This design comes from an exercise in tuning for a short achievable clock period and few clock cycles on the open sky130 flow, not from production work. In this exercise RTL edits were held to simulation tests only and were not proved equivalent to the original. Power figures rest on the tool's default switching activity, not on a simulated workload.

==> flow/design.v <==
module chip8_core (
    input  wire        clk,
    input  wire        rst,
    input  wire        cfg_shift_src,    
    input  wire        cfg_mem_incr,     
    input  wire        cfg_draw_edge,    
    input  wire        tick,             
    input  wire [15:0] keys_in,          
    input  wire [7:0]  rnd_in,           
    output reg         mem_en,
    output reg         mem_we,
    output reg  [11:0] mem_addr,
    output reg  [7:0]  mem_wdata,
    input  wire [7:0]  mem_rdata,        
    input  wire [4:0]  fb_rd_row,
    output wire [63:0] fb_rd_data,       
    output wire        tone_on,
    output wire [1:0]  core_state,       
    output reg  [2:0]  err_kind,
    output reg  [15:0] err_pc,
    output reg  [15:0] err_opcode,
    output reg  [15:0] err_addr
);
    localparam [1:0] M_RUN  = 2'd0,
                     M_WAIT = 2'd1,
                     M_HALT = 2'd2;
    localparam [2:0] E_NONE = 3'd0,
                     E_OOB  = 3'd1,
                     E_SOVF = 3'd2,
                     E_SUNF = 3'd3,
                     E_ILL  = 3'd4;
    localparam [1:0] FL_IDLE = 2'd0,     
                     FL_HI   = 2'd1,     
                     FL_LO   = 2'd2;     
    reg [1:0]    mode;
    reg [15:0]   idx;                
    reg [7:0]    v [0:15];
    reg [15:0]   stack [0:15];
    reg [4:0]    sp;                 
    reg [7:0]    dt;
    reg [7:0]    st;
    reg [3:0]    keyreg;
    reg [15:0]   keys_q;             
    reg          q_shift_vx;
    reg          q_mem_keep;
    reg          q_draw_wrap;
    reg [2047:0] fb;                 
    reg [15:0]   fpc;                
    reg          ir_v;               
    reg          ir_ff;              
    reg [15:0]   ir;
    reg [15:0]   epc;                
    reg          busy;               
    reg [4:0]    dcnt;               
    reg [11:0]   ea;                 
    reg [5:0]    drw_x;
    reg [4:0]    drw_y;
    reg          drw_hit;
    reg          sb_busy;
    reg [11:0]   sb_addr;            
    reg [11:0]   sb_end;             
    reg [3:0]    sb_cnt;             
    reg [127:0]  sb_data;            
    reg [4095:0] c_data;
    reg [767:0]  c_tag;
    reg [255:0]  c_val;
    reg [11:0]   pp;                 
    reg          pf_q;               
    reg          pf_ok_q;            
    reg          pfill;              
    reg [1:0]    fl_st;
    reg [11:0]   fa;                 
    reg [7:0]    fhi;                
    wire [3:0]  op_hi = ir[15:12];
    wire [3:0]  op_x  = ir[11:8];
    wire [3:0]  op_y  = ir[7:4];
    wire [3:0]  op_n  = ir[3:0];
    wire [7:0]  op_nn = ir[7:0];
    wire [11:0] op_nnn = ir[11:0];
    wire [7:0]  vx = v[op_x];
    wire [7:0]  vy = v[op_y];
    wire [15:0] npc = epc + 16'd2;
    wire [4:0]  sp_m1 = sp - 5'd1;
    wire [8:0]  add_s   = {1'b0, vx} + {1'b0, vy};
    wire [7:0]  sub_xy  = vx - vy;
    wire [7:0]  sub_yx  = vy - vx;
    wire [7:0]  shf_src = q_shift_vx ? vx : vy;
    wire [16:0] idx_end_n = {1'b0, idx} + {13'd0, op_n} - 17'd1;   
    wire [16:0] idx_end_x = {1'b0, idx} + {13'd0, op_x};           
    wire [16:0] idx_end_2 = {1'b0, idx} + 17'd2;                   
    wire        idx_low   = idx < 16'h0200;
    wire [7:0]  bcd_h = (vx >= 8'd200) ? 8'd2 : (vx >= 8'd100) ? 8'd1 : 8'd0;
    wire [7:0]  bcd_t = (vx / 8'd10) % 8'd10;
    wire [7:0]  bcd_o = vx % 8'd10;
    wire [15:0] key_press = keys_in & ~keys_q;
    reg  [3:0]  key_num;
    integer k;
    always @(*) begin
        key_num = 4'd0;
        for (k = 15; k >= 0; k = k - 1)
            if (key_press[k]) key_num = k[3:0];
    end
    wire is_cls  = (ir == 16'h00E0);
    wire is_ret  = (ir == 16'h00EE);
    wire is_drw  = (op_hi == 4'hD);
    wire is_f    = (op_hi == 4'hF);
    wire is_bcd  = is_f && (op_nn == 8'h33);
    wire is_str  = is_f && (op_nn == 8'h55);
    wire is_ldr  = is_f && (op_nn == 8'h65);
    wire run = ir_v && (mode == M_RUN);
    reg        e_done;       
    reg        e_redir;      
    reg [15:0] e_tgt;
    reg        e_fault;
    reg [2:0]  e_kind;
    reg        e_faddr;      
    reg        e_bus;        
    reg        e_start;      
    reg        e_sbld;       
    reg        e_hold;       
    wire [4:0] dn = {1'b0, op_n};
    wire [11:0] rd_end  = is_drw ? idx_end_n[11:0] : idx_end_x[11:0];
    wire        sb_conf = sb_busy && !(rd_end < sb_addr || idx[11:0] > sb_end);
    wire [4:0] dx = {1'b0, op_x};
    always @(*) begin
        e_done  = 1'b0;
        e_redir = 1'b0;
        e_tgt   = npc;
        e_fault = 1'b0;
        e_kind  = E_NONE;
        e_faddr = 1'b0;
        e_bus   = 1'b0;
        e_start = 1'b0;
        e_sbld  = 1'b0;
        e_hold  = 1'b0;
        if (run) begin
            if (ir_ff) begin
                e_fault = 1'b1;
                e_kind  = E_OOB;
            end else if (busy) begin
                if (is_drw) begin
                    e_bus  = (dcnt < dn);
                    e_done = (dcnt == dn);
                end else begin   
                    e_bus  = (dcnt <= dx);
                    e_done = (dcnt == dx + 5'd1);
                end
            end else begin
                e_done = 1'b1;
                case (op_hi)
                    4'h0: begin
                        if (is_cls) begin
                        end else if (is_ret) begin
                            if (sp == 5'd0) begin
                                e_fault = 1'b1;
                                e_kind  = E_SUNF;
                            end
                        end else begin
                            e_fault = 1'b1;
                            e_kind  = E_ILL;
                        end
                    end
                    4'h2: if (sp == 5'd16) begin
                        e_fault = 1'b1;
                        e_kind  = E_SOVF;
                    end
                    4'h3: if (vx == op_nn) begin
                        e_redir = 1'b1;
                        e_tgt   = npc + 16'd2;
                    end
                    4'h4: if (vx != op_nn) begin
                        e_redir = 1'b1;
                        e_tgt   = npc + 16'd2;
                    end
                    4'h5, 4'h9: begin
                        if (op_n != 4'h0) begin
                            e_fault = 1'b1;
                            e_kind  = E_ILL;
                        end else if ((vx == vy) == (op_hi == 4'h5)) begin
                            e_redir = 1'b1;
                            e_tgt   = npc + 16'd2;
                        end
                    end
                    4'h8: if (op_n[3] && op_n != 4'hE) begin
                        e_fault = 1'b1;
                        e_kind  = E_ILL;
                    end
                    4'hB: begin
                        e_redir = 1'b1;
                        e_tgt   = {4'h0, op_nnn} + {8'h00, v[0]};
                    end
                    4'hD: begin
                        if (op_n == 4'h0) begin
                        end else if (idx_end_n > 17'h00FFF) begin
                            e_fault = 1'b1;
                            e_kind  = E_OOB;
                            e_faddr = 1'b1;
                        end else begin
                            e_done  = 1'b0;
                            e_start = (fl_st != FL_HI) && !sb_conf;
                            e_bus   = e_start;
                        end
                    end
                    4'hE: begin
                        if (op_nn == 8'h9E) begin
                            if (keys_in[vx[3:0]]) begin
                                e_redir = 1'b1;
                                e_tgt   = npc + 16'd2;
                            end
                        end else if (op_nn == 8'hA1) begin
                            if (!keys_in[vx[3:0]]) begin
                                e_redir = 1'b1;
                                e_tgt   = npc + 16'd2;
                            end
                        end else begin
                            e_fault = 1'b1;
                            e_kind  = E_ILL;
                        end
                    end
                    4'hF: begin
                        case (op_nn)
                            8'h07, 8'h0A, 8'h15, 8'h18, 8'h1E, 8'h29: ;
                            8'h33: begin
                                if (idx_end_2 > 17'h00FFF || idx_low) begin
                                    e_fault = 1'b1;
                                    e_kind  = E_OOB;
                                    e_faddr = 1'b1;
                                end else begin
                                    e_done  = !sb_busy;
                                    e_sbld  = !sb_busy;
                                end
                            end
                            8'h55: begin
                                if (idx_end_x > 17'h00FFF || idx_low) begin
                                    e_fault = 1'b1;
                                    e_kind  = E_OOB;
                                    e_faddr = 1'b1;
                                end else begin
                                    e_done  = !sb_busy;
                                    e_sbld  = !sb_busy;
                                end
                            end
                            8'h65: begin
                                if (idx_end_x > 17'h00FFF) begin
                                    e_fault = 1'b1;
                                    e_kind  = E_OOB;
                                    e_faddr = 1'b1;
                                end else begin
                                    e_done  = 1'b0;
                                    e_start = (fl_st != FL_HI) && !sb_conf;
                                    e_bus   = e_start;
                                end
                            end
                            default: begin
                                e_fault = 1'b1;
                                e_kind  = E_ILL;
                            end
                        endcase
                    end
                    default: ;
                endcase
                if (e_fault) e_done = 1'b0;
            end
            if ((e_fault || (!busy && !ir_ff && is_f && op_nn == 8'h0A)) && sb_busy) begin
                e_hold  = 1'b1;
                e_fault = 1'b0;
                e_done  = 1'b0;
            end
        end
    end
    wire [11:0] e_addr = busy ? ea : idx[11:0];
    wire        st_now  = sb_busy && (fl_st != FL_HI) && !e_bus;
    wire        bus_tkn = st_now || e_bus;
    wire [11:0] sb_new_end = idx[11:0] + (is_str ? {8'd0, op_x} : 12'd2);
    wire [7:0]  f_idx  = fpc[8:1];
    wire [15:0] c_word = c_data[f_idx*16 +: 16];
    wire [2:0]  c_wtag = c_tag[f_idx*3 +: 3];
    wire        f_bad  = (fpc >= 16'h0FFF) || (fpc < 16'h0200) || fpc[0];
    wire        c_hit  = c_val[f_idx] && (c_wtag == fpc[11:9]);
    wire        f_miss = !f_bad && !c_hit;
    wire        fl_lo    = (fl_st == FL_LO);
    wire        fpc_fa   = (fpc == {4'h0, fa});
    wire        st_fa    = st_now && (sb_addr[11:1] == fa[11:1]);
    wire        byp_ok   = fl_lo && fpc_fa && !st_fa;
    wire [15:0] byp_word = {fhi, mem_rdata};
    wire [15:0] f_word   = c_hit ? c_word : byp_word;
    wire        f_avail  = f_bad || c_hit || byp_ok;
    wire        f_hazard = !f_bad &&
                           ((sb_busy && fpc[11:1] >= sb_addr[11:1] && fpc[11:1] <= sb_end[11:1]) ||
                            (e_sbld && fpc[11:1] >= idx[11:1] && fpc[11:1] <= sb_new_end[11:1]));
    wire        can_latch = (mode != M_HALT) && (!ir_v || e_done) && !e_redir && !e_fault;
    wire        f_latch   = can_latch && f_avail && !f_hazard;
    wire        f_jump    = (f_word[15:12] == 4'h1) || (f_word[15:12] == 4'h2);
    wire [4:0]  sp_m2   = sp - 5'd2;
    wire        e_call  = run && !busy && !ir_ff && (op_hi == 4'h2);
    wire        e_pop   = run && !busy && !ir_ff && is_ret;
    wire [15:0] ret_top = e_call ? npc : e_pop ? stack[sp_m2[3:0]] : stack[sp_m1[3:0]];
    wire [15:0] f_pred  = f_jump ? {4'h0, f_word[11:0]} :
                          (f_word == 16'h00EE) ? ret_top : fpc + 16'd2;
    wire        fhi_jump = (fhi[7:4] == 4'h1) || (fhi[7:4] == 4'h2);
    wire        fl_ahead = fl_lo && fpc_fa && !fhi_jump;    
    wire        fl_chain = fl_lo && !fpc_fa && pfill && pf_ok_q;  
    wire [11:0] fa_p2    = fa + 12'd2;
    reg  [11:0] fl_addr;
    always @(*) begin
        case (fl_st)
            FL_HI:   fl_addr = {fa[11:1], 1'b1};
            FL_LO:   fl_addr = (fl_ahead || fl_chain) ? fa_p2 : fpc[11:0];
            default: fl_addr = pf_q ? pp : fpc[11:0];
        endcase
    end
    wire [7:0]  p_idx   = pp[8:1];
    wire        pp_hit  = c_val[p_idx] && (c_tag[p_idx*3 +: 3] == pp[11:9]);
    wire [11:0] pp_dist = pp - fpc[11:0];
    wire        pp_near = !f_bad && (pp_dist <= 12'd64);
    wire        pp_want = pp_near && !pp_hit && (pp >= 12'h200) && (pp <= 12'hFFE);
    always @(*) begin
        mem_en    = 1'b1;
        mem_we    = 1'b0;
        mem_addr  = fl_addr;
        mem_wdata = sb_data[sb_cnt*8 +: 8];
        if (st_now) begin
            mem_we   = 1'b1;
            mem_addr = sb_addr;
        end else if (e_bus) begin
            mem_addr = e_addr;
        end
    end
    wire        fl_we  = fl_lo && !st_fa;
    wire [7:0]  fl_idx = fa[8:1];
    wire [7:0]  st_idx = sb_addr[8:1];
    wire        st_inv = st_now && (c_tag[st_idx*3 +: 3] == sb_addr[11:9]);
    integer c;
    always @(posedge clk) begin
        if (rst) begin
            c_val <= 256'd0;
        end else begin
            for (c = 0; c < 256; c = c + 1) begin
                if (fl_we && fl_idx == c[7:0]) begin
                    c_val[c]          <= 1'b1;
                    c_data[c*16 +: 16] <= {fhi, mem_rdata};
                    c_tag[c*3 +: 3]    <= fa[11:9];
                end else if (st_inv && st_idx == c[7:0]) begin
                    c_val[c] <= 1'b0;
                end
            end
        end
    end
    always @(posedge clk) begin
        if (rst) begin
            fl_st   <= FL_IDLE;
            fa      <= 12'd0;
            fhi     <= 8'd0;
            pp      <= 12'h200;
            pf_q    <= 1'b0;
            pf_ok_q <= 1'b0;
            pfill   <= 1'b0;
        end else begin
            pf_q <= 1'b0;
            case (fl_st)
                FL_IDLE: begin
                    if (!bus_tkn && pf_q) begin
                        fa    <= pp;
                        pp    <= pp + 12'd2;
                        pfill <= 1'b1;
                        fl_st <= FL_HI;
                    end else if (!bus_tkn && f_miss) begin
                        fa    <= fpc[11:0];
                        pp    <= fpc[11:0] + 12'd2;
                        pfill <= 1'b0;
                        fl_st <= FL_HI;
                    end else if (pp_want && !f_miss) begin
                        pf_q  <= 1'b1;
                    end else if (pp_hit && pp_near) begin
                        pp    <= pp + 12'd2;
                    end else if (!pp_near) begin
                        pp    <= fpc[11:0] + 12'd2;
                    end
                end
                FL_HI: begin
                    fhi     <= mem_rdata;
                    pf_ok_q <= pp_want;
                    fl_st   <= FL_LO;
                end
                default: begin
                    if (bus_tkn) begin
                        fl_st <= FL_IDLE;
                    end else if (fl_ahead || fl_chain) begin
                        fa    <= fa_p2;
                        pp    <= fa_p2 + 12'd2;
                        pfill <= fl_chain;
                        fl_st <= FL_HI;
                    end else if (f_miss && !fpc_fa) begin
                        fa    <= fpc[11:0];
                        pp    <= fpc[11:0] + 12'd2;
                        pfill <= 1'b0;
                        fl_st <= FL_HI;
                    end else begin
                        fl_st <= FL_IDLE;
                    end
                end
            endcase
        end
    end
    wire [4:0]  drw_r = dcnt - 5'd1;
    wire        drw_ap = run && busy && is_drw;
    wire [7:0]  spr_rev = {mem_rdata[0], mem_rdata[1], mem_rdata[2], mem_rdata[3],
                           mem_rdata[4], mem_rdata[5], mem_rdata[6], mem_rdata[7]};
    wire [70:0] spr_wide = {63'd0, spr_rev} << drw_x;
    wire [63:0] spr_mask = q_draw_wrap ? (spr_wide[63:0] | {57'd0, spr_wide[70:64]})
                                       : spr_wide[63:0];
    wire [5:0]  spr_py_full = {1'b0, drw_y} + {1'b0, drw_r};
    wire [4:0]  spr_py = spr_py_full[4:0];
    wire        spr_row_on = q_draw_wrap || !spr_py_full[5];
    wire [63:0] spr_old = fb[spr_py*64 +: 64];
    wire        spr_hit = spr_row_on && |(spr_old & spr_mask);
    wire        fb_row_we = drw_ap && spr_row_on;
    wire        fb_clear  = run && !busy && !ir_ff && is_cls;
    assign fb_rd_data = fb[fb_rd_row*64 +: 64];
    integer r;
    always @(posedge clk) begin
        if (rst || fb_clear) begin
            fb <= 2048'd0;
        end else if (fb_row_we) begin
            for (r = 0; r < 32; r = r + 1)
                if (spr_py == r[4:0])
                    fb[r*64 +: 64] <= spr_old ^ spr_mask;
        end
    end
    wire e_first = run && !busy && !ir_ff;
    wire dt_we = e_first && is_f && (op_nn == 8'h15);
    wire st_we = e_first && is_f && (op_nn == 8'h18);
    wire [7:0] dt_base = dt_we ? vx : dt;
    wire [7:0] st_base = st_we ? vx : st;
    always @(posedge clk) begin
        if (rst) begin
            dt <= 8'd0;
            st <= 8'd0;
        end else begin
            dt <= (tick && dt_base != 8'd0) ? dt_base - 8'd1 : dt_base;
            st <= (tick && st_base != 8'd0) ? st_base - 8'd1 : st_base;
        end
    end
    assign tone_on = (st != 8'd0);
    assign core_state = mode;
    wire [15:0] idx_next_blk = idx + {12'd0, op_x} + 16'd1;
    integer i;
    always @(posedge clk) begin
        if (rst) begin
            mode        <= M_RUN;
            fpc         <= 16'h0200;
            ir_v        <= 1'b0;
            ir_ff       <= 1'b0;
            ir          <= 16'h0000;
            epc         <= 16'h0000;
            idx         <= 16'h0000;
            sp          <= 5'd0;
            keyreg      <= 4'd0;
            keys_q      <= 16'h0000;
            busy        <= 1'b0;
            dcnt        <= 5'd0;
            ea          <= 12'd0;
            drw_x       <= 6'd0;
            drw_y       <= 5'd0;
            drw_hit     <= 1'b0;
            sb_busy     <= 1'b0;
            sb_addr     <= 12'd0;
            sb_end      <= 12'd0;
            sb_cnt      <= 4'd0;
            sb_data     <= 128'd0;
            err_kind    <= E_NONE;
            err_pc      <= 16'h0000;
            err_opcode  <= 16'h0000;
            err_addr    <= 16'h0000;
            q_shift_vx  <= cfg_shift_src;
            q_mem_keep  <= cfg_mem_incr;
            q_draw_wrap <= cfg_draw_edge;
            for (i = 0; i < 16; i = i + 1) begin
                v[i]     <= 8'h00;
                stack[i] <= 16'h0000;
            end
        end else begin
            keys_q <= keys_in;
            if (e_sbld) begin
                sb_busy <= 1'b1;
                sb_addr <= idx[11:0];
                sb_end  <= sb_new_end;
                sb_cnt  <= 4'd0;
                if (is_str)
                    for (i = 0; i < 16; i = i + 1) sb_data[i*8 +: 8] <= v[i];
                else
                    sb_data[23:0] <= {bcd_o, bcd_t, bcd_h};
            end else if (st_now) begin
                sb_addr <= sb_addr + 12'd1;
                sb_cnt  <= sb_cnt + 4'd1;
                if (sb_addr == sb_end) sb_busy <= 1'b0;
            end
            if (f_latch) begin
                ir_v  <= 1'b1;
                ir_ff <= f_bad;
                ir    <= f_bad ? 16'h0000 : f_word;
                epc   <= fpc;
                fpc   <= f_pred;
            end else if (e_redir) begin
                ir_v  <= 1'b0;
                fpc   <= e_tgt;
            end else if (e_done) begin
                ir_v  <= 1'b0;
            end
            if (e_fault) begin
                err_kind   <= e_kind;
                err_pc     <= epc;
                err_opcode <= ir;
                err_addr   <= e_faddr ? idx : epc;
                mode       <= M_HALT;
            end
            if (mode == M_WAIT && key_press != 16'h0000) begin
                v[keyreg] <= {4'h0, key_num};
                mode      <= M_RUN;
            end
            if (run && !ir_ff && !e_fault && !e_hold) begin
                if (!busy) begin
                    case (op_hi)
                        4'h0: if (is_ret) sp <= sp_m1;
                        4'h2: begin
                            stack[sp[3:0]] <= npc;
                            sp <= sp + 5'd1;
                        end
                        4'h6: v[op_x] <= op_nn;
                        4'h7: v[op_x] <= vx + op_nn;
                        4'h8: begin
                            case (op_n)
                                4'h0: v[op_x] <= vy;
                                4'h1: v[op_x] <= vx | vy;
                                4'h2: v[op_x] <= vx & vy;
                                4'h3: v[op_x] <= vx ^ vy;
                                4'h4: begin
                                    v[op_x] <= add_s[7:0];
                                    v[15]   <= {7'd0, add_s[8]};
                                end
                                4'h5: begin
                                    v[op_x] <= sub_xy;
                                    v[15]   <= {7'd0, vx >= vy};
                                end
                                4'h6: begin
                                    v[op_x] <= {1'b0, shf_src[7:1]};
                                    v[15]   <= {7'd0, shf_src[0]};
                                end
                                4'h7: begin
                                    v[op_x] <= sub_yx;
                                    v[15]   <= {7'd0, vy >= vx};
                                end
                                4'hE: begin
                                    v[op_x] <= {shf_src[6:0], 1'b0};
                                    v[15]   <= {7'd0, shf_src[7]};
                                end
                                default: ;
                            endcase
                        end
                        4'hA: idx <= {4'h0, op_nnn};
                        4'hC: v[op_x] <= rnd_in & op_nn;
                        4'hD: begin
                            if (op_n == 4'h0) begin
                                v[15] <= 8'h00;
                            end else if (e_start) begin
                                drw_x   <= vx[5:0];
                                drw_y   <= vy[4:0];
                                drw_hit <= 1'b0;
                                ea      <= idx[11:0] + 12'd1;
                                dcnt    <= 5'd1;
                                busy    <= 1'b1;
                            end
                        end
                        4'hF: begin
                            case (op_nn)
                                8'h07: v[op_x] <= dt;
                                8'h0A: begin
                                    keyreg <= op_x;
                                    mode   <= M_WAIT;
                                end
                                8'h1E: idx <= idx + {8'h00, vx};
                                8'h29: idx <= 16'h0050 + {12'd0, vx[3:0]} * 16'd5;
                                8'h55: if (e_sbld && !q_mem_keep) idx <= idx_next_blk;
                                8'h65: if (e_start) begin
                                    ea   <= idx[11:0] + 12'd1;
                                    dcnt <= 5'd1;
                                    busy <= 1'b1;
                                end
                                default: ;
                            endcase
                        end
                        default: ;
                    endcase
                end else begin
                    dcnt <= dcnt + 5'd1;
                    if (e_bus) ea <= ea + 12'd1;
                    if (e_done) begin
                        busy <= 1'b0;
                        if (is_ldr && !q_mem_keep) idx <= idx_next_blk;
                    end
                    if (is_drw) begin
                        drw_hit <= drw_hit | spr_hit;
                        if (e_done) v[15] <= {7'd0, drw_hit | spr_hit};
                    end
                    if (is_ldr) v[dcnt[3:0] - 4'd1] <= mem_rdata;
                end
            end
        end
    end
endmodule
==> flow/config.mk <==
export PLATFORM = sky130hd
export DESIGN_NAME = chip8_core
export DESIGN_NICKNAME = chip8_core
export VERILOG_FILES = /design/flow/design.v
export SDC_FILE = /design/flow/constraint.sdc
export NUM_CORES = 4
export LEC_CHECK = 0
export ABC_CLOCK_PERIOD_IN_PS = 6000
export CAP_MARGIN = 20
export CELL_PAD_IN_SITES_DETAIL_PLACEMENT = 2
export CELL_PAD_IN_SITES_GLOBAL_PLACEMENT = 2
export CORE_MARGIN = 2
export CORE_UTILIZATION = 30
export PLACE_DENSITY = 0.5
export SETUP_SLACK_MARGIN = 1.0
export SLEW_MARGIN = 20
export TNS_END_PERCENT = 5
==> flow/constraint.sdc <==
create_clock -name core_clock -period 10.0 [get_ports {clk}]
set_input_delay 2.0000 -clock core_clock [delete_from_list [all_inputs] [get_ports {clk}]]
set_output_delay 2.0000 -clock core_clock [all_outputs]
set_load 0.01 [all_outputs]
==> flow/run.sh <==
#!/bin/bash
# synth_recipe.tcl (not shown) runs the flow's synth.tcl, then flattens the netlist and writes it again
# the make line also repeats each setting of config.mk as NAME=value (left out here)
make -C /OpenROAD-flow-scripts/flow DESIGN_CONFIG=/design/flow/config.mk WORK_HOME=/design/flow/orfs CLKGATE_MAP_FILE= SYNTH_SCRIPT=/design/flow/synth_recipe.tcl finish
==> out/qor.yml, run 1 <==
setup_path:
  crit_fanout: 5
  r2r_setup_slack_ps: 1710
  cp_cell_sequence: "clkinvlp_4 -> ha_1 -> inv_1 -> ha_1 -> fa_1 -> a211o_1 -> a2111oi_4 -> nor2_1 -> nor2_2 -> o21bai_1 -> a21oi_1 -> xnor2_1 -> o21ai_1 -> ha_1 -> and4_1 -> o211ai_1 -> o2111a_2 -> o211ai_1 -> o211ai_1 -> buf_6 -> nand2b_2 -> clkinvlp_4 -> buf_12 -> clkdlybuf4s50_1"
  critPathLaunchType: "register"
  slowest_stage: "clkdlybuf4s50_1"
  path_class: "reg2out"
  cp_slowest_stage_delay_ps: 560
  cp.arrival_ps: 6760
  critPathCaptureType: "primary output"
  r2r_end: "fpc[6]$_SDFFE_PP0P_"
  required_ps: 8000
  rr_worst_depth: 15
  r2r_start: "fpc[1]$_SDFFE_PP0P_"
cts:
  cts_buffer_depth: 5
  clk_latency_ps: 1310
  htree_levels: 6
  clock-sinks: 7947
  path_clk_slew_ps: 60
  numCtsBuffers: 939
  clock_tree.root_cell: "clkbuf_16"
  cts_tree: "built"
sta:
  tns_ps: 0
  hold_viol_final: 0
  setup_violations: 0
  finalCritPeriodShare_pct: 87.6
  maxSlewViolCount: 0
  tightest_slew_ps: 1420
  rsz0062_at_grt: "true"
  slew_headroom_pct: 5.07
  whs_ps: 455
  min_period_ps: 8760
  max_freq_mhz: 114
  clock_skew_ps: 180
grt:
  first_global_vias: 268835
  grt.total_usage_pct: 28.4
  grt.overflow.total: 0
  grt_max_degree: 166
  grt_first_pass_wirelength_um: 2430000
  antenna_found_initial: 154
pwr:
  ir_drop_v: 0.000204
  leakagePower_uw: 0.133
  p_per_area_mw_per_mm2: 219
placed_design:
  dpl.cell_count: 42361
  io_buffers: 181
  routabilityCongestion: 0.937
  dpl.hpwl_um: 1130000
synthesis:
  yosysWarnings: 1
  yosysUniqueCellTypes: 112
  post-synth-top-area-cell: "edfxtp_1"
  avgSynthCellArea_um2: 13.6
  yosys-top-cells-area: "edfxtp_1 43%, mux4_2 20%, dfxtp_1 15%"
  ys_seq_elements: 7947
  yosysTopAreaCellShare_pct: 43.0
  seq_area_frac_synth_pct: 57.8
  synth_nets: 27248
  synthArstFlopShare_pct: 0
  netlist_area_mm2: 0.366
  synth_ff_type: "edfxtp_1"
  synth_cells: 26887
  synth_edf_count: 5251
run:
  maxCapViolations: 0
status:
  status: "complete, no violations"
drt:
  ant_nets: 0
  first_pass_iters: 6
  avgViaCountPerCell: 5.82
  wl_um: 1790000
  drc: 0
  vias: 257082
  wl_per_cell_um: 40.4
  drtIter0Drc: 25500
finish:
  nets: 27360
  drive_above_1_share_pct: 24.2
  instances_no_fill: 44209
  syn_to_final_growth_pct: 15.5
die:
  io_pins: 183
  die_area_mm2: 1.23
  die_w_um: 1110
  die_h_um: 1110
  initial_core_util_pct: 30.0
  core_area_mm2: 1.22
  rows: 406
hold_path:
  hold_end: "sb_data[3]$_SDFFE_PP0P_"
  hold_start: "sb_data[3]$_SDFFE_PP0P_"
  hold_class: "reg2reg"
  holdPathStages: 2
[sequential cells by signal, summed over array words and instances, names as in the netlist, 12 cells and up, named ones only]
| name | flops |
|---|---|
| c_val | 256 |
| fpc | 16 |
| ir | 16 |
| keys_q | 16 |
| v | 128 |
| err_pc | 16 |
| sb_data | 128 |
| err_addr | 16 |
| ea | 12 |
| fa | 12 |
| c_data | 4096 |
| epc | 16 |
| stack | 256 |
| sb_end | 12 |
| c_tag | 768 |
| pp | 12 |
| err_opcode | 16 |
| fb | 2048 |
| idx | 16 |
| sb_addr | 12 |
[per-layer routing]
layer	share of wire, %	track usage (%)
met5	0.015	0.0502
met2	48	47.1
met1	41	36.7
met3	5.3	4.30
met4	5.6	13.5
[synth_stat cells, types with 114 or more instances]
library cell and instances:
buf_4 140, nor2b_1 114, mux2i_1 421, a22o_1 155
nor3_1 146, inv_1 272, buf_1 171, clkbuf_1 1668
a221oi_1 181, xnor2_1 166, a21oi_1 2740, a31oi_1 171
a22oi_1 296, dfxtp_1 2696, nand3_1 208, nand4_1 153
ha_1 305, mux2_2 196, edfxtp_1 5251, a211oi_1 133
mux4_2 3270, o21ai_0 258, nand2_1 5136, buf_2 243
nor2_1 1173
[repair_timing]
action / in CTS / in global routing
pin swaps: 1 / 2
cloned: 0 / 1
gates resized for setup: 6 / 9
hold buffers: 0 / 0
setup endpoints to repair: 13 / 13
setup buffers: 3 / 7
[placed cells by master, fill, tap and decap left out, drive strengths merged, types with 36 or more instances in the layout]
cell           instances
inv                  294
o221ai                36
nand2b                73
nand2               5138
nor4                  68
diode                 95
mux4                3270
nand3                209
nor2                1177
xnor2                166
and2                  42
clkdlybuf4s50        166
bufinv                72
nand4                153
dfxtp               2696
clkinv               367
ha                   305
or2                   39
buf                 1283
a22o                 155
a211oi               138
mux2i                422
a221oi               185
nor3                 148
edfxtp              5251
a31oi                171
a22oi                296
nor2b                114
mux2                 197
or3                   50
xor2                  78
clkbuf              1262
o22ai                107
a21oi               2740
a31o                 129
o21ai                267
o211ai                61
[through the flow]
step | area (um2) | power [uW] | setup slack [ps] | util (%)
2_1_floorplan | 366000 | 48200 | 1930 | -
3_3_place_gp | 392000 | 57900 | 1080 | 32.1
3_5_place_dp | 392000 | 58100 | 1220 | 32.1
4_1_cts | 423000 | 93200 | 1010 | 34.6
5_1_grt | 423000 | 95200 | 900 | 34.7
6_report | 423000 | 92700 | 1240 | 34.7
[cell type report]
class | instances | area (um2)
Clock inverter | 475 | 4900
Fill cell | 123923 | 797000
Timing Repair Buffer | 1451 | 13200
Clock buffer | 1261 | 25800
Inverter | 288 | 1120
Antenna cell | 95 | 238
Multi-Input combinational cell | 16372 | 146000
Tap cell | 16320 | 20400
Sequential cell | 7947 | 212000
[critical path, delay by kind of cell (launching register included)]
family                     cells  cell delay (ps)
AOI/OAI and AO/OA              9             1800
adders and majority gates      4             1290
buffers and inverters          6             1210
and+or+nand+nor                4              710
DFF                            1              390
xor gates and xnor gates       1              140
[cells by family (layout without fill, tap and decap cells)]
| group | after synthesis | in the layout | share of synthesized area, % |
|---|---|---|---|
| multiplexers | 3889 | 3889 | 21.9 |
| AO/OA/AOI/OAI | 4591 | 4591 | 7.55 |
| AND/OR/NAND/NOR | 7328 | 7328 | 8.17 |
| XOR/XNOR | 244 | 244 | 0.583 |
| adder cells (fa/ha/maj) | 319 | 319 | 1.12 |
| other | 1 | 96 | 0.00102 |
| flip-flops | 7947 | 7947 | 57.8 |
| buffers and inverters | 2568 | 3475 | 2.98 |
[how the worst max path moves through the flow]
stage | from | end | slack (ps)
detailed placement | ir[1]$_SDFFE_PP0P_ | c_data[4069]$_DFFE_PP_ | 1220
CTS | idx[1]$_SDFFE_PP0P_ | mem_addr[6] | 1010
global placement | ir[1]$_SDFFE_PP0P_ | c_data[4069]$_DFFE_PP_ | 1080
global route | idx[1]$_SDFFE_PP0P_ | mem_we | 900
finish | idx[1]$_SDFFE_PP0P_ | mem_we | 1240
floorplan | fa[9]$_SDFFE_PP0P_ | mem_addr[3] | 1930
[power breakdown]
group | total [uW] | switching [uW] | leakage [uW] | internal (uW)
Sequential | 36600 | 679 | 0.0710 | 35900
Clock | 35100 | 15100 | 0.0150 | 19900
Combinational | 21100 | 14300 | 0.0472 | 6780
Testbench counts, summed over its fixed seeds: cycles 174,862.
==> run 2: changes to the inputs <==
--- a/flow/config.mk
+++ b/flow/config.mk
@@ -9,8 +9,8 @@
 export CAP_MARGIN = 20
-export CELL_PAD_IN_SITES_DETAIL_PLACEMENT = 2
-export CELL_PAD_IN_SITES_GLOBAL_PLACEMENT = 2
+export CELL_PAD_IN_SITES_DETAIL_PLACEMENT = 3
+export CELL_PAD_IN_SITES_GLOBAL_PLACEMENT = 3
 export CORE_MARGIN = 2
-export CORE_UTILIZATION = 30
-export PLACE_DENSITY = 0.5
-export SETUP_SLACK_MARGIN = 1.0
+export CORE_UTILIZATION = 22
+export PLACE_DENSITY = 0.4
+export SETUP_SLACK_MARGIN = 0.5
 export SLEW_MARGIN = 20
==> out/qor.yml, run 2 <==
synthesis:
  synth_cells: 26887
  yosysUniqueCellTypes: 112
  synth_nets: 27248
  synth_ff_type: "edfxtp_1"
  seq_area_frac_synth_pct: 57.8
  avgSynthCellArea_um2: 13.6
  yosysTopAreaCellShare_pct: 43.0
  ys_seq_elements: 7947
  yosys-top-cells-area: "edfxtp_1 43%, mux4_2 20%, dfxtp_1 15%"
  synthArstFlopShare_pct: 0
  netlist_area_mm2: 0.366
  synth_most_common_cell: "edfxtp_1"
  post-synth-top-area-cell: "edfxtp_1"
  synth_edf_count: 5251
  synth_common_cells: "5251 x edfxtp_1, 5136 x nand2_1, 3270 x mux4_2, 2740 x a21oi_1, 2696 x dfxtp_1"
  yosysWarnings: 1
sta:
  tightest_slew_ps: 1290
  hold_viol_final: 0
  finalCritPeriodShare_pct: 90.9
  setup_violations: 0
  clock_skew_ps: 201
  rsz0062_at_grt: "true"
  min_period_ps: 9090
  maxSlewViolCount: 0
  tns_ps: 0
  slew_headroom_pct: 14.2
  max_freq_mhz: 110
finish:
  drive_above_1_share_pct: 25.1
  reg_top3: "c_data: 4096 flops, fb: 2048 flops, c_tag: 768 flops"
  layout_commonest_cell: "edfxtp_1"
  fill_cells: 180950
  nets: 27795
  largest_reg_flops: 4096
  instances_no_fill: 50487
  largest_register: "c_data"
  final_cell_mix: "5251 x edfxtp_1, 5121 x nand2_1, 3270 x mux4_2"
  syn_to_final_growth_pct: 19.5
setup_path:
  crit_fanout: 44
  r2r_start: "dcnt[0]$_SDFFE_PP0P_"
  required_ps: 8000
  cp.arrival_ps: 7090
  critPathLaunchType: "register"
  r2r_setup_slack_ps: 1790
  cp-startpoint: "idx[1]$_SDFFE_PP0P_"
  path_class: "reg2out"
  critPathCaptureType: "primary output"
hold_path:
  hold_class: "reg2reg"
  hold_start: "sb_data[71]$_SDFFE_PP0P_"
die:
  initial_core_util_pct: 22.0
  die_w_um: 1290
  core_area_mm2: 1.66
  io_pins: 183
  die_area_mm2: 1.68
  rows: 474
  die_h_um: 1290
cts:
  numCtsBuffers: 1157
  cts_buffer_depth: 6
  clk_latency_ps: 1420
  post-cts-setup-buffers: 0
  cts_tree: "built"
  path_clk_slew_ps: 60
  clock-sinks: 7947
  htree_levels: 7
  clock_tree.root_cell: "clkbuf_16"
placed_design:
  dpl.cell_count: 48407
  routabilityCongestion: 0.823
  dpl.hpwl_um: 1370000
  io_buffers: 181
drt:
  vias: 257917
  drtIter0Drc: 20187
  ant_nets: 0
  wl_um: 2130000
  first_pass_iters: 5
  wl_per_cell_um: 42.2
  avgViaCountPerCell: 5.11
  drc: 0
pwr:
  ir_drop_v: 0.000199
  p_per_area_mw_per_mm2: 226
  leakagePower_uw: 0.137
grt:
  grt.total_usage_pct: 24.8
  grt_max_degree: 168
  first_global_vias: 280898
  grt.overflow.total: 0
  grt_first_pass_wirelength_um: 2830000
  antenna_found_initial: 255
run:
  maxCapViolations: 0
status:
  status: "complete, no violations"
run 2: changes by cell type in the layout (fill, tap and decap cells not counted), sizes merged:
cell	change
clkbuf	+288
buf	+217
clkinv	-54
diode	+38
bufinv	-16
clkinvlp	-9
bufbuf	+1
inv	-1
run 2: path summary, 6_finish.rpt:
check,to,depth (start not counted)
setup / recovery,mem_addr[7],23
hold reg to reg,sb_data[71]$_SDFFE_PP0P_,2
hold / removal,sb_data[71]$_SDFFE_PP0P_,2
setup reg to reg,v[15][0]$_DFFE_PP_,18
run 2: metrics by stage:
step                area, um2  util (%)  setup WS [ps]  power [uW]  hold slack [ps]
floorplan              366000         -           1930       48200              429
detailed placement     402000      24.2           1480       60000              448
CTS                    437000      26.3            545      101000              455
finish                 438000      26.3            911       98800              451
global route           438000      26.3            368      102000              472
global placement       402000      24.2           1180       59800              442
run 2: critical path: stages (launching register included):
cell	delay [ps]
dfxtp_1	340
inv_1	170
ha_1	330
inv_1	40
ha_1	210
fa_1	510
a211o_1	370
a2111oi_4	420
nor2_1	130
nor2_2	180
o21bai_1	90
a21oi_1	190
xnor2_1	160
o21ai_0	110
ha_1	300
and4_1	170
a21oi_1	150
o2111a_1	310
o211ai_1	110
o211ai_1	180
bufbuf_16	400
a211oi_1	100
a21oi_1	210
clkdlybuf4s50_1	570
run 2: cell type report:
type                       count  area (um2)  share of cell area, %
sequential                  7947      212000                   48.4
multi-input combinational  16372      146000                   33.4
antenna                      133         333                 0.0760
tap                        22134       27700                   6.33
timing repair buffer        1668       15500                   3.53
clock inverter               395        3450                  0.788
clock buffer                1550       31700                   7.24
inverter                     288        1120                  0.255
run 2: report_power, final:
part	total [uW]	internal [uW]	leakage (uW)	switching [uW]
Combinational	22300	6990	0.0486	15300
Clock	39900	23500	0.0172	16400
Sequential	36600	35900	0.0710	697
Total	98800	66400	0.137	32400
run 2: per-layer routing:
layer	wire length (um)	GRT usage (%)
met2	1060000	43.3
met4	70000	7.21
met5	126	0
met1	931000	32.8
met3	67100	2.30
run 2: timing repair:
item                       4_1_cts  5_1_grt
hold buffers                     0        0
gates resized for setup          3        5
setup endpoints to repair       13       13
run 2: cells by family after synthesis:
family	Yosys count	synth area share, %
adders and majority gates	319	1.12
muxes	3889	21.9
xor gates and xnor gates	244	0.583
DFF	7947	57.8
buffers and inverters	2568	2.98
other	1	0.00102
and+or+nand+nor	7328	8.17
AOI/OAI and AO/OA	4591	7.55

## separate check: timing with driven ports
Ports are ideal in the flow. The routed layouts listed here were re-timed in OpenROAD. Step 1 sets driving cells, clkbuf_16 on the clock port and buf_2 on the other inputs (assumed; they add their load-dependent delay and slew). Step 2 times the ports against the registers' clock, not the clock port: input delays grow and output delays shrink by t, the midpoint of the rising clock arrivals with the driver on. Three values: ideal ports, drivers, drivers and shift; two values: the first two.
run	shift t [ns]	setup WS [ns]	worst hold slack (ns)	slew at the worst register clock pin (ns)	pins driven straight from the clock port
run 1	1.385	1.236 / 1.071 / 1.709	0.455 / 0.455 / 0.455	0.07 / 0.07	1
run 2	1.512	0.911 / 0.723 / 1.787	0.451 / 0.451 / 0.451	0.07 / 0.07	1
After both steps every run listed still meets setup and hold.
